What follows belongs to an exercise in optimizing a design on an open flow for small area, a short achievable clock period and few clock cycles; a production flow would make more cautious choices. Only simulation tests tie the RTL to the original design; equivalence was not proved. Power and IR drop assume default switching activity.

===== design/flow/constraint.sdc =====
create_clock -name core_clock -period 11.0 [get_ports {clk}]
set_input_delay 2.2000 -clock core_clock [delete_from_list [all_inputs] [get_ports {clk}]]
set_output_delay 2.2000 -clock core_clock [all_outputs]
set_load 0.01 [all_outputs]

===== design/flow/config.mk =====
export PLATFORM = sky130hd
export DESIGN_NAME = rs1294
export DESIGN_NICKNAME = rs1294
export VERILOG_FILES = /design/flow/design.v
export SDC_FILE = /design/flow/constraint.sdc
export NUM_CORES = 4
export LEC_CHECK = 0
export CAP_MARGIN = 20
export CORE_MARGIN = 2
export CORE_UTILIZATION = 40
export PLACE_DENSITY = 0.6
export SLEW_MARGIN = 20

===== design/flow/design.v =====
module rs1294 (
  input  wire        clk,
  input  wire        rst,           
  input  wire        req_valid,
  input  wire        req_write,
  input  wire [7:0]  req_addr,
  input  wire [31:0] req_wdata,
  output wire        req_ready,
  output reg         rsp_valid,
  output wire [31:0] rsp_rdata
);
  function automatic [7:0] gf_mul;
    input [7:0] a;
    input [7:0] b;
    reg   [7:0] p;
    reg   [7:0] x;
    integer k;
    begin
      p = 8'h00;
      x = a;
      for (k = 0; k < 8; k = k + 1) begin
        if (b[k]) p = p ^ x;
        x = x[7] ? ((x << 1) ^ 8'h1D) : (x << 1);
      end
      gf_mul = p;
    end
  endfunction
  function automatic [7:0] gf_sq;
    input [7:0] a;
    begin
      gf_sq[0] = a[0] ^ a[4] ^ a[6] ^ a[7];
      gf_sq[1] = a[7];
      gf_sq[2] = a[1] ^ a[4] ^ a[5] ^ a[6];
      gf_sq[3] = a[4] ^ a[6];
      gf_sq[4] = a[2] ^ a[4] ^ a[5] ^ a[7];
      gf_sq[5] = a[5];
      gf_sq[6] = a[3] ^ a[5] ^ a[6];
      gf_sq[7] = a[6];
    end
  endfunction
  function automatic [7:0] aneg_kb;
    input [3:0] k;
    begin
      case (k)
        4'd11: aneg_kb = 8'h01;
        4'd10: aneg_kb = 8'h8E;
        4'd9:  aneg_kb = 8'h47;
        4'd8:  aneg_kb = 8'hAD;
        4'd7:  aneg_kb = 8'hD8;
        4'd6:  aneg_kb = 8'h6C;
        4'd5:  aneg_kb = 8'h36;
        4'd4:  aneg_kb = 8'h1B;
        4'd3:  aneg_kb = 8'h83;
        4'd2:  aneg_kb = 8'hCF;
        4'd1:  aneg_kb = 8'hE9;
        4'd0:  aneg_kb = 8'hFA;
        default: aneg_kb = 8'h00;
      endcase
    end
  endfunction
  function automatic [15:0] crc8;
    input [15:0] c;
    input [7:0]  d;
    reg   [15:0] x;
    integer k;
    begin
      x = c ^ {d, 8'h00};
      for (k = 0; k < 8; k = k + 1)
        x = x[15] ? ((x << 1) ^ 16'h1021) : (x << 1);
      crc8 = x;
    end
  endfunction
  localparam [7:0] OP_GFMUL   = 8'h01;
  localparam [7:0] OP_GFINV   = 8'h02;
  localparam [7:0] OP_PMUL    = 8'h03;
  localparam [7:0] OP_RSENC   = 8'h10;
  localparam [7:0] OP_RSSYN   = 8'h11;
  localparam [7:0] OP_RSDEC   = 8'h12;
  localparam [7:0] OP_CRCCOMP = 8'h20;
  localparam [7:0] OP_CRCVFY  = 8'h21;
  localparam [3:0] PH_IDLE = 4'd0;
  localparam [3:0] PH_SCAN = 4'd1;    
  localparam [3:0] PH_OUT3 = 4'd2;    
  localparam [3:0] PH_D0   = 4'd3;    
  localparam [3:0] PH_A1   = 4'd4;    
  localparam [3:0] PH_A2   = 4'd5;    
  localparam [3:0] PH_CH   = 4'd6;    
  localparam [3:0] PH_DEC  = 4'd7;    
  localparam [3:0] PH_FIX  = 4'd8;    
  localparam [3:0] PH_EXP  = 4'd9;    
  localparam [3:0] PH_PMA  = 4'd10;   
  localparam [3:0] PH_PMB  = 4'd11;   
  localparam [3:0] PH_CRC  = 4'd12;
  localparam [3:0] PH_CRCO = 4'd13;
  localparam [3:0] PH_GFM  = 4'd14;
  localparam [2:0] K_MUL = 3'd0, K_INV = 3'd1, K_PM = 3'd2, K_ENC = 3'd3,
                   K_SYN = 3'd4, K_DEC = 3'd5, K_CMP = 3'd6, K_VFY = 3'd7;
  reg [7:0]  in_mem  [0:31];
  reg [7:0]  out_mem [0:12];
  reg        st_valid, st_sz, st_unc, st_crcok;
  reg [3:0]  st_errcnt, st_err;
  reg        masken;
  reg [15:0] crc_mask;
  wire [15:0] status_word = {4'd0, st_err, st_errcnt, st_crcok, st_unc, st_sz, st_valid};
  reg        rdy;
  reg [3:0]  ph;
  reg [2:0]  opk;
  reg [4:0]  cnt;
  reg [4:0]  ei;           
  reg [15:0] rdq;          
  reg [7:0]  s1, s2, s3;   
  reg [7:0]  u0, u1, u2;   
  reg [7:0]  x1;           
  reg [15:0] crc;
  reg        cb, tflag, okhi;
  reg [3:0]  pos0, pos1;
  reg [1:0]  nr;
  reg [3:0]  pk;
  reg [2:0]  pi;
  assign req_ready = rdy;
  assign rsp_rdata = {16'd0, rdq};
  wire acc    = req_valid & rdy;
  wire acc_wr = acc & req_write;
  wire acc_rd = acc & ~req_write;
  wire [7:0] rd = rdq[7:0];
  wire [4:0] isel  = rdy ? req_addr[4:0] : ei;
  wire [7:0] in_rd = in_mem[isel];
  reg  [7:0] out_rd;
  integer k;
  always @(*) begin
    out_rd = 8'h00;
    for (k = 0; k < 13; k = k + 1)
      if (req_addr[3:0] == k) out_rd = out_mem[k];
  end
  reg [15:0] hsel;
  always @(*) begin
    if (req_addr[7])
      hsel = {8'h00, out_rd};
    else if (req_addr[6] || (req_write && req_addr[1:0] == 2'd0))
      hsel = {8'h00, in_rd};
    else case (req_addr[1:0])
      2'd1:    hsel = status_word;
      2'd2:    hsel = {15'd0, masken};
      2'd3:    hsel = crc_mask;
      default: hsel = 16'h0000;
    endcase
  end
  always @(posedge clk)
    rdq <= rdy ? hsel : {8'h00, in_rd};
  always @(posedge clk)
    if (acc_wr && req_addr[7:6] == 2'b01)
      in_mem[req_addr[4:0]] <= req_wdata[7:0];
  wire [7:0] w_op  = req_wdata[7:0];
  wire [7:0] w_a   = req_wdata[15:8];
  wire [7:0] w_len = req_wdata[15:8];
  wire acc_cmd = acc_wr && req_addr[7:6] == 2'b00 && req_addr[1:0] == 2'b00;
  reg        d_legal, d_resv, d_len, d_unc;
  reg [2:0]  d_k;
  always @(*) begin
    d_legal = 1'b1;
    d_resv  = |req_wdata[31:16];
    d_len   = 1'b0;
    d_unc   = 1'b0;
    d_k     = K_MUL;
    case (w_op)
      OP_GFMUL:   begin d_k = K_MUL; d_resv = |req_wdata[31:24]; end
      OP_GFINV:   begin d_k = K_INV; end
      OP_PMUL:    begin d_k = K_PM;  d_resv = |req_wdata[31:8]; end
      OP_RSENC:   begin d_k = K_ENC; d_len = (w_len != 8'd9); end
      OP_RSSYN:   begin d_k = K_SYN; d_len = (w_len != 8'd12); end
      OP_RSDEC:   begin d_k = K_DEC; d_unc = (w_len != 8'd12); end
      OP_CRCCOMP: begin d_k = K_CMP; d_len = (w_len > 8'd32); end
      OP_CRCVFY:  begin d_k = K_VFY; d_len = (w_len < 8'd2) || (w_len > 8'd32); end
      default:    d_legal = 1'b0;
    endcase
  end
  wire d_inv0 = (w_op == OP_GFINV) && (w_a == 8'h00);
  wire [3:0] d_err = !d_legal ? 4'd1 : d_resv ? 4'd2 : d_len ? 4'd3 : d_inv0 ? 4'd4 : 4'd0;
  wire d_start = d_legal && !d_resv && !d_len && !d_inv0 && !d_unc;
  wire d_crc0 = ((w_op == OP_CRCCOMP) && (w_len == 8'd0)) || ((w_op == OP_CRCVFY) && (w_len == 8'd2));
  reg [3:0] d_ph;
  always @(*) begin
    case (d_k)
      K_MUL:   d_ph = PH_GFM;
      K_INV:   d_ph = PH_EXP;
      K_PM:    d_ph = PH_PMA;
      K_CMP,
      K_VFY:   d_ph = d_crc0 ? PH_CRCO : PH_CRC;
      default: d_ph = PH_SCAN;
    endcase
  end
  wire is_enc = (opk == K_ENC);
  wire is_dec = (opk == K_DEC);
  wire is_vfy = (opk == K_VFY);
  wire first  = (cnt == 5'd0);
  wire [7:0] e254 = 8'b11111110;
  wire [7:0] e85  = 8'b01010101;
  wire       ebit = (ph == PH_EXP && opk == K_DEC) ? e85[3'd7 - cnt[2:0]] : e254[3'd7 - cnt[2:0]];
  wire [3:0] pm_hi  = (pk > 4'd6) ? 4'd6 : pk;
  wire       pm_end = ({1'b0, pi} == pm_hi);
  wire [3:0] pk_n   = pm_end ? pk + 4'd1 : pk;
  wire [2:0] pi_n   = pm_end ? ((pk_n > 4'd6) ? pk_n[2:0] - 3'd6 : 3'd0) : pi + 3'd1;
  wire [3:0] kb    = 4'd11 - cnt[3:0];
  wire       root  = ((u0 ^ u1 ^ u2) == 8'h00);
  wire [3:0] fpos  = cnt[0] ? pos1 : pos0;
  reg [7:0] ma, mb;
  always @(*) begin
    ma = s1;
    mb = s2;
    case (ph)
      PH_PMB: begin ma = x1; mb = rd; end
      PH_A2:  begin ma = s1; mb = cb ? gf_sq(s1) : s3; end
      PH_EXP: begin ma = gf_sq(x1); mb = ebit ? s2 : 8'h01; end
      PH_CH: begin
        if (cnt[3:0] < 4'd8)       begin ma = gf_sq(x1); mb = ebit ? s2 : 8'h01; end
        else if (cnt[3:0] == 4'd8) begin ma = gf_sq(x1); mb = s3; end
        else                       begin ma = x1;        mb = u0; end
      end
      PH_FIX: begin ma = x1; mb = cb ? aneg_kb(fpos) : 8'h01; end
      default: ;
    endcase
  end
  wire [7:0] mo = gf_mul(ma, mb);
  wire [15:0] crc_v = ~crc ^ ((is_vfy && masken) ? crc_mask : 16'h0000);
  wire [5:0]  crc_n = s1[5:0] - (is_vfy ? 6'd2 : 6'd0);
  wire        crc_last = ({1'b0, cnt} + 6'd1 == crc_n);
  wire        c1z = (u1 == 8'h00);
  wire        c2z = (u2 == 8'h00);
  wire [1:0]  nroot = (c1z && c2z) ? 2'd0 : (c1z || c2z) ? 2'd1 : (tflag ? 2'd0 : 2'd2);
  reg       ow;
  reg [3:0] oi;
  reg [7:0] ov;
  always @(*) begin
    ow = 1'b0;
    oi = cnt[3:0];
    ov = rd;
    case (ph)
      PH_SCAN: begin ow = is_enc || is_dec; oi = cnt[3:0]; ov = rd; end
      PH_OUT3: begin ow = 1'b1; oi = cnt[3:0]; ov = s1; end
      PH_GFM:  begin ow = 1'b1; oi = 4'd0; ov = mo; end
      PH_EXP:  begin ow = (opk == K_INV) && (cnt[2:0] == 3'd7); oi = 4'd0; ov = mo; end
      PH_PMB:  begin ow = pm_end; oi = pk; ov = u1 ^ mo; end
      PH_FIX:  begin ow = 1'b1; oi = fpos; ov = rd ^ mo; end
      PH_CRCO: begin ow = 1'b1; oi = {3'd0, cnt[0]}; ov = cnt[0] ? crc_v[7:0] : crc_v[15:8]; end
      default: ;
    endcase
  end
  always @(posedge clk)
    if (ow) out_mem[oi] <= ov;
  wire [7:0] s1e = first ? 8'h00 : s1;
  wire [7:0] s2e = first ? 8'h00 : s2;
  wire [7:0] s3e = first ? 8'h00 : s3;
  wire [7:0] fb  = rd ^ s1e;
  always @(posedge clk) begin
    if (rst) begin
      rdy       <= 1'b1;
      ph        <= PH_IDLE;
      rsp_valid <= 1'b0;
      st_valid  <= 1'b0;
      st_sz     <= 1'b0;
      st_unc    <= 1'b0;
      st_crcok  <= 1'b0;
      st_errcnt <= 4'd0;
      st_err    <= 4'd0;
      masken    <= 1'b0;
      crc_mask  <= 16'h0000;
    end else begin
      rsp_valid <= acc_rd;
      if (acc_wr && req_addr[7:6] == 2'b00 && req_addr[1:0] == 2'd2)
        masken <= req_wdata[0];
      if (acc_wr && req_addr[7:6] == 2'b00 && req_addr[1:0] == 2'd3)
        crc_mask <= req_wdata[15:0];
      if (acc_cmd) begin
        st_valid  <= 1'b1;
        st_sz     <= 1'b0;
        st_unc    <= d_legal && !d_resv && d_unc;
        st_crcok  <= 1'b0;
        st_errcnt <= 4'd0;
        st_err    <= d_err;
        opk       <= d_k;
        s1        <= w_a;
        s2        <= (w_op == OP_GFINV) ? w_a : req_wdata[23:16];
        x1        <= 8'h01;
        u1        <= 8'h00;
        crc       <= 16'h0000;
        cnt       <= 5'd0;
        pk        <= 4'd0;
        pi        <= 3'd0;
        ei        <= (w_op == OP_PMUL) ? 5'd7 : 5'd1;
        if (d_start) begin
          rdy <= 1'b0;
          ph  <= d_ph;
        end
      end
      case (ph)
        PH_GFM: begin
          rdy <= 1'b1; ph <= PH_IDLE;
        end
        PH_SCAN: begin
          ei  <= ei + 5'd1;
          cnt <= cnt + 5'd1;
          if (is_enc) begin
            s1 <= s2e ^ gf_mul(fb, 8'h0E);
            s2 <= s3e ^ gf_mul(fb, 8'h38);
            s3 <= gf_mul(fb, 8'h40);
            if (cnt == 5'd8) ph <= PH_OUT3;
          end else begin
            s1 <= gf_mul(s1e, 8'h02) ^ rd;
            s2 <= gf_mul(s2e, 8'h04) ^ rd;
            s3 <= gf_mul(s3e, 8'h08) ^ rd;
            if (cnt == 5'd11) begin
              ph  <= is_dec ? PH_D0 : PH_OUT3;
              cnt <= 5'd0;
            end
          end
        end
        PH_OUT3: begin
          s1  <= s2;
          s2  <= s3;
          cnt <= cnt + 5'd1;
          if (!is_enc && cnt == 5'd0)
            st_sz <= (s1 == 8'h00) && (s2 == 8'h00) && (s3 == 8'h00);
          if (is_enc ? (cnt == 5'd11) : (cnt == 5'd2)) begin
            rdy <= 1'b1; ph <= PH_IDLE;
          end
        end
        PH_D0: begin
          cb <= (s1 == 8'h00);
          x1 <= 8'h01;
          cnt <= 5'd0;
          if (s1 == 8'h00) begin
            s1 <= s2;
            s2 <= s3;
          end
          if (s1 == 8'h00 && s2 == 8'h00 && s3 == 8'h00) begin
            st_sz <= 1'b1;
            rdy <= 1'b1; ph <= PH_IDLE;
          end else if (s1 == 8'h00 && s2 == 8'h00)
            ph <= PH_EXP;             
          else
            ph <= PH_A1;
        end
        PH_A1: begin
          u1 <= mo;                   
          u0 <= gf_sq(s1);            
          u2 <= cb ? 8'h00 : gf_sq(s2);
          ph <= PH_A2;
        end
        PH_A2: begin
          u2  <= u2 ^ mo;             
          s3  <= u2 ^ mo;
          cnt <= 5'd0;
          nr  <= 2'd0;
          ph  <= PH_CH;
        end
        PH_CH: begin
          cnt <= cnt + 5'd1;
          if (root) begin
            if (nr == 2'd0) begin pos0 <= kb; ei <= {1'b0, kb}; end
            else            pos1 <= kb;
            nr <= nr + 2'd1;
          end
          u1 <= gf_mul(u1, 8'h8E);
          u2 <= gf_mul(u2, 8'h47);
          if (cnt[3:0] < 4'd8)  x1 <= mo;           
          if (cnt[3:0] == 4'd8) tflag <= mo[5];     
          if (cnt[3:0] == 4'd9) x1 <= mo;           
          if (cnt[3:0] == 4'd11) ph <= PH_DEC;
        end
        PH_DEC: begin
          cnt <= 5'd0;
          st_errcnt <= {2'b00, nroot};
          ei <= {1'b0, pos1};
          if (nroot == 2'd0) begin
            rdy <= 1'b1; ph <= PH_IDLE;
          end else if (c1z || nr != nroot) begin
            st_unc <= 1'b1;
            rdy <= 1'b1; ph <= PH_IDLE;
          end else
            ph <= PH_FIX;
        end
        PH_FIX: begin
          cnt <= cnt + 5'd1;
          if (cnt[0] || nr == 2'd1) begin
            rdy <= 1'b1; ph <= PH_IDLE;
          end
        end
        PH_EXP: begin
          cnt <= cnt + 5'd1;
          x1  <= mo;
          if (cnt[2:0] == 3'd7) begin
            if (opk == K_DEC) begin
              st_errcnt <= (mo == 8'h01) ? 4'd3 : 4'd0;
              st_unc    <= (mo == 8'h01);
            end
            rdy <= 1'b1; ph <= PH_IDLE;
          end
        end
        PH_PMA: begin
          x1 <= rd;
          ei <= {2'b00, pi_n};
          ph <= PH_PMB;
        end
        PH_PMB: begin
          pk <= pk_n;
          pi <= pi_n;
          u1 <= pm_end ? 8'h00 : (u1 ^ mo);
          ei <= 5'd7 + {1'b0, pk_n} - {2'b00, pi_n};
          if (pm_end && pk == 4'd12) begin
            rdy <= 1'b1; ph <= PH_IDLE;
          end else
            ph <= PH_PMA;
        end
        PH_CRC: begin
          crc <= crc8(crc, rd);
          cnt <= cnt + 5'd1;
          ei  <= ei + 5'd1;
          if (crc_last) begin
            cnt <= 5'd0;
            ph  <= PH_CRCO;
          end
        end
        PH_CRCO: begin
          cnt <= cnt + 5'd1;
          ei  <= ei + 5'd1;
          if (!cnt[0])
            okhi <= (rd == crc_v[15:8]);
          else begin
            st_crcok <= is_vfy && okhi && (rd == crc_v[7:0]);
            rdy <= 1'b1; ph <= PH_IDLE;
          end
        end
        default: ;
      endcase
    end
  end
endmodule

===== design/flow/run.sh =====
#!/bin/bash
# synth_recipe.tcl (not shown) runs the flow's synth.tcl, then flattens the netlist and writes it again
# the make line also repeats each setting of config.mk as NAME=value (left out here)
make -C /OpenROAD-flow-scripts/flow DESIGN_CONFIG=/design/flow/config.mk WORK_HOME=/design/flow/orfs CLKGATE_MAP_FILE= SYNTH_SCRIPT=/design/flow/synth_recipe.tcl finish

==> impl_metrics.yaml <==
outcome:
  run_status: "timing/DRC/antenna clean"
synth:
  synth_warnings: 1
  netlist_instances: 2652
  mappedNetlistArea_um2: 29800
  seq_area_frac_synth: 0.503
  yosysMostFrequentCell: "sky130_fd_sc_hd__edfxtp_1"
  async_reset_ff_frac: 0
  ys_top_cells_by_count: "sky130_fd_sc_hd__edfxtp_1 (465), sky130_fd_sc_hd__nand2_1 (307), sky130_fd_sc_hd__nor2_1 (202)"
  synth_enable_flop_cells: 465
  postSynthRegisterBits: 515
  post_synth_cell_types: 121
  synth_largest_area_cell: "sky130_fd_sc_hd__edfxtp_1"
  netlist.area_leader.share: 0.469
  syn_area_per_cell_um2: 11.2
  ys_dominant_reg_cell: "sky130_fd_sc_hd__edfxtp_1"
  synth_area_leaders: "sky130_fd_sc_hd__edfxtp_1 (47%), sky130_fd_sc_hd__mux4_2 (5.5%), sky130_fd_sc_hd__xnor2_1 (5.3%), sky130_fd_sc_hd__nand2_1 (3.9%), sky130_fd_sc_hd__dfxtp_1 (3.4%)"
layout:
  final_core_util: 0.448
  final_nets: 2743
  antenna_cells: 0
  layout.cell_area.non_filler_um2: 33200
  share_of_final_layout_standard_cells_stronger_than_drive_strength_1: 0.118
  syn2layout_area_growth_pct: 11.5
die:
  die_area_um2: 76600
  core.rowCount: 100
  die_width_um: 277
  die_ht_um: 277
  fp.coreArea_um2: 74100
  floorplan.io_pins: 78
  floorplan.initialDensity: 0.402
power_and_ir_drop:
  share_seq_of_total_power: 0.445
  p_sw_mw: 1.33
  power_density_nw_per_um2: 147
  pleak_nw: 11.2
  internal_power_mw: 3.56
  worst_ir_drop_vdd_mv: 0.156
  switching_share: 0.272
  power_frac_clock: 0.387
  p_comb_frac: 0.168
  total_power_mw: 4.89
timing:
  layout_worst_path_cycle_share: 0.602
  clock_skew_ns: 0.0436
  maxSlewHeadroom: 0.195
  max_clock_freq_mhz: 151
  setup_total_negative_slack_ns: 0
  report.final.hold_viol_count: 0
  setup_repair_after_global_routing_missed_its_margin: "false"
  timing.final.ws_setup_ns: 4.38
  setup_viol: 0
  report.final.slew_viol_count: 0
  finalWorstPathRequiredPeriod_ns: 6.62
  timing_worst_slew_pin_value_ns: 1.21
critical_path:
  startpoint_type: "register"
  cp.required_ns: 11.46
  critical_path_class: "reg2reg"
  timing.critical_path.to_type: "register"
  timing.critical_path.arrival_ns: 7.09
  crit_fanout: 32
cts:
  source_to_sink_clock_delay_at_the_later_pin_of_the_worst_skew_pair_ns: 0.63
  cts_tree: "built"
  clk_path_buf_depth: 3
  post_cts.repair.setup_buffers: 0
  post_cts_hold_buffer_count: 0
  cts-buffers-inserted: 55
  numClockSinks: 515
  cts-resized-gates: 0
  clock_tree_root: "sky130_fd_sc_hd__clkbuf_16"
  cts.reportedPaths.clkPinSlew_ns: 0.06
  cts-htree-levels: 2
global_routing:
  first_global_vias: 21600
  global_route.overflow_total: 0
  global_route_wire_length_before_repair_mm: 138
  grt_max_degree: 52
  grt_antenna_before_repair: 1
  global_route.usage.total: 0.235
drt:
  initial_detailed_routing_violation_count: 2551
  ant_nets: 0
  avgRoutedWirePerCell_um: 25.2
  remaining_drc_errors: 0
  wl_mm: 92.7
  detail_route.first_pass.iterations: 8
  detailroute.via_count: 22200
  route.detailed.vias_per_inst: 6.05
flow_run:
  drv_cap: 0
place:
  placed_area_um2: 31300
  numPortBuffers: 60
  hpwl_mm: 63.2
  routabilityCongestion: 0.944
  pre_cts_slack_ns: 4.39
hold_path:
  worstHoldPathType: "reg2reg"
## path summary, 6_finish.rpt
kind | startpoint | end | slack, ns | cells after the start
setup / recovery | ph[3]$_SDFF_PP0_ | out_mem[2][7]$_DFFE_PP_ | 4.38 | 17
hold / removal | crc_mask[1]$_SDFFE_PP0P_ | crc_mask[1]$_SDFFE_PP0P_ | 0.47 | 2
setup reg to reg | ph[3]$_SDFF_PP0_ | out_mem[2][7]$_DFFE_PP_ | 4.38 | 17
hold reg to reg | crc_mask[1]$_SDFFE_PP0P_ | crc_mask[1]$_SDFFE_PP0P_ | 0.47 | 2
## layer usage
metal	global-route usage	up-vias	routed length (um)
met2	0.378	1031	42800
met4	0.0871	0	3640
met1	0.321	11100	38600
li1	-	9880	-
met3	0.0360	191	7650
met5	0	-	0
## cells in the final DEF, fill, tap and decap left out, types with 56 or more instances in the layout
cell type	n
sky130_fd_sc_hd__edfxtp_1	465
sky130_fd_sc_hd__nand2_1	307
sky130_fd_sc_hd__nor2_1	202
sky130_fd_sc_hd__xnor2_1	181
sky130_fd_sc_hd__a21oi_1	133
sky130_fd_sc_hd__xor2_1	110
sky130_fd_sc_hd__o21ai_0	104
sky130_fd_sc_hd__buf_4	74
sky130_fd_sc_hd__mux4_2	73
sky130_fd_sc_hd__clkbuf_16	56
## power by group through the flow
stage	registers [mW]	clock network, mW	logic, mW
global route	2.17	1.99	0.872
global placement	2.21	0	0.798
finish	2.17	1.89	0.821
detailed placement	2.21	0	0.807
floorplan	2.20	0	0.551
CTS	2.17	1.92	0.811
## cells by family (layout without fill, tap and decap cells)
| logic type | after synthesis | count (layout) | synth area share |
|---|---|---|---|
| AO/OA/AOI/OAI | 570 | 570 | 0.131 |
| AND/OR/NAND/NOR | 816 | 816 | 0.132 |
| other | 1 | 16 | 0.000126 |
| XOR/XNOR | 308 | 308 | 0.0983 |
| buffers and inverters | 257 | 297 | 0.0378 |
| flip-flops | 515 | 515 | 0.503 |
| multiplexers | 144 | 144 | 0.0803 |
| adder cells (fa/ha/maj) | 41 | 41 | 0.0174 |
## critical path, cell delays in order, from the launching register on
cell	delay [ns]
sky130_fd_sc_hd__dfxtp_1	0.31
sky130_fd_sc_hd__buf_4	0.34
sky130_fd_sc_hd__or4bb_1	0.86
sky130_fd_sc_hd__nor2_1	0.26
sky130_fd_sc_hd__ha_1	0.25
sky130_fd_sc_hd__nand3b_1	0.30
sky130_fd_sc_hd__nand2_1	0.34
sky130_fd_sc_hd__o311ai_1	0.18
sky130_fd_sc_hd__a2111oi_4	0.99
sky130_fd_sc_hd__or4b_1	0.51
sky130_fd_sc_hd__o31a_1	0.13
sky130_fd_sc_hd__o21ai_2	0.07
sky130_fd_sc_hd__xor2_1	0.15
sky130_fd_sc_hd__xnor3_2	0.61
sky130_fd_sc_hd__xnor2_1	0.28
sky130_fd_sc_hd__nand2_1	0.08
sky130_fd_sc_hd__a32oi_1	0.47
sky130_fd_sc_hd__buf_4	0.29
## registers in the layout, summed over array words and instances, names as in the netlist, 3 cells and up
register	cells
st_err	3
crc	16
ei	5
u0	8
s3	8
s1	8
u2	8
in_mem	256
st_errcnt	4
out_mem	104
x1	8
crc_mask	16
pos1	4
ph	4
u1	8
pos0	4
pk	4
rdq	16
cnt	5
opk	3
pi	3
s2	8
## per-stage QoR
stage | cells | hold WS (ns)
3_5_place_dp | 3570 | 0.465
6_report | 3676 | 0.473
5_1_grt | 3676 | 0.491
4_1_cts | 3674 | 0.473
2_1_floorplan | 2667 | 0.428
3_3_place_gp | 3570 | 0.457
## layout make-up
class                   count  area, um2
clock buffers              74       1490
clock inverters            30        343
fillers                  6937      40900
inverters                  57        214
multi-input cells        1895      13800
flip-flops and latches    515      15000
well taps                 969       1210
repair buffers            136       1130
Testbench counts, summed over its fixed seeds: cycles 80,698.

separate check: timing with driven ports:
Ports are ideal in the flow. The routed layout listed here was re-timed in OpenROAD.
Step 1, drivers: a clkbuf_16 drives clk and a buf_2 each remaining input, both assumed.
Step 2 moves the port delays by t, midway between the first and last clock arrival at a register: inputs arrive t later, outputs are due t later. That takes back most of the time a late clock gives input paths.
a / b / c = ideal / step 1 / step 2; a / b = the first two.
t, ns: 0.672
setup slack, ns: 4.376 / 4.376 / 4.376
worst setup path after step 2: register to register
worst register clock-pin slew, ns: 0.06 / 0.06
After both steps this run still meets setup and hold. For this run, drivers alone change the setup slack by 0.000 ns; drivers and shift together by 0.000 ns.
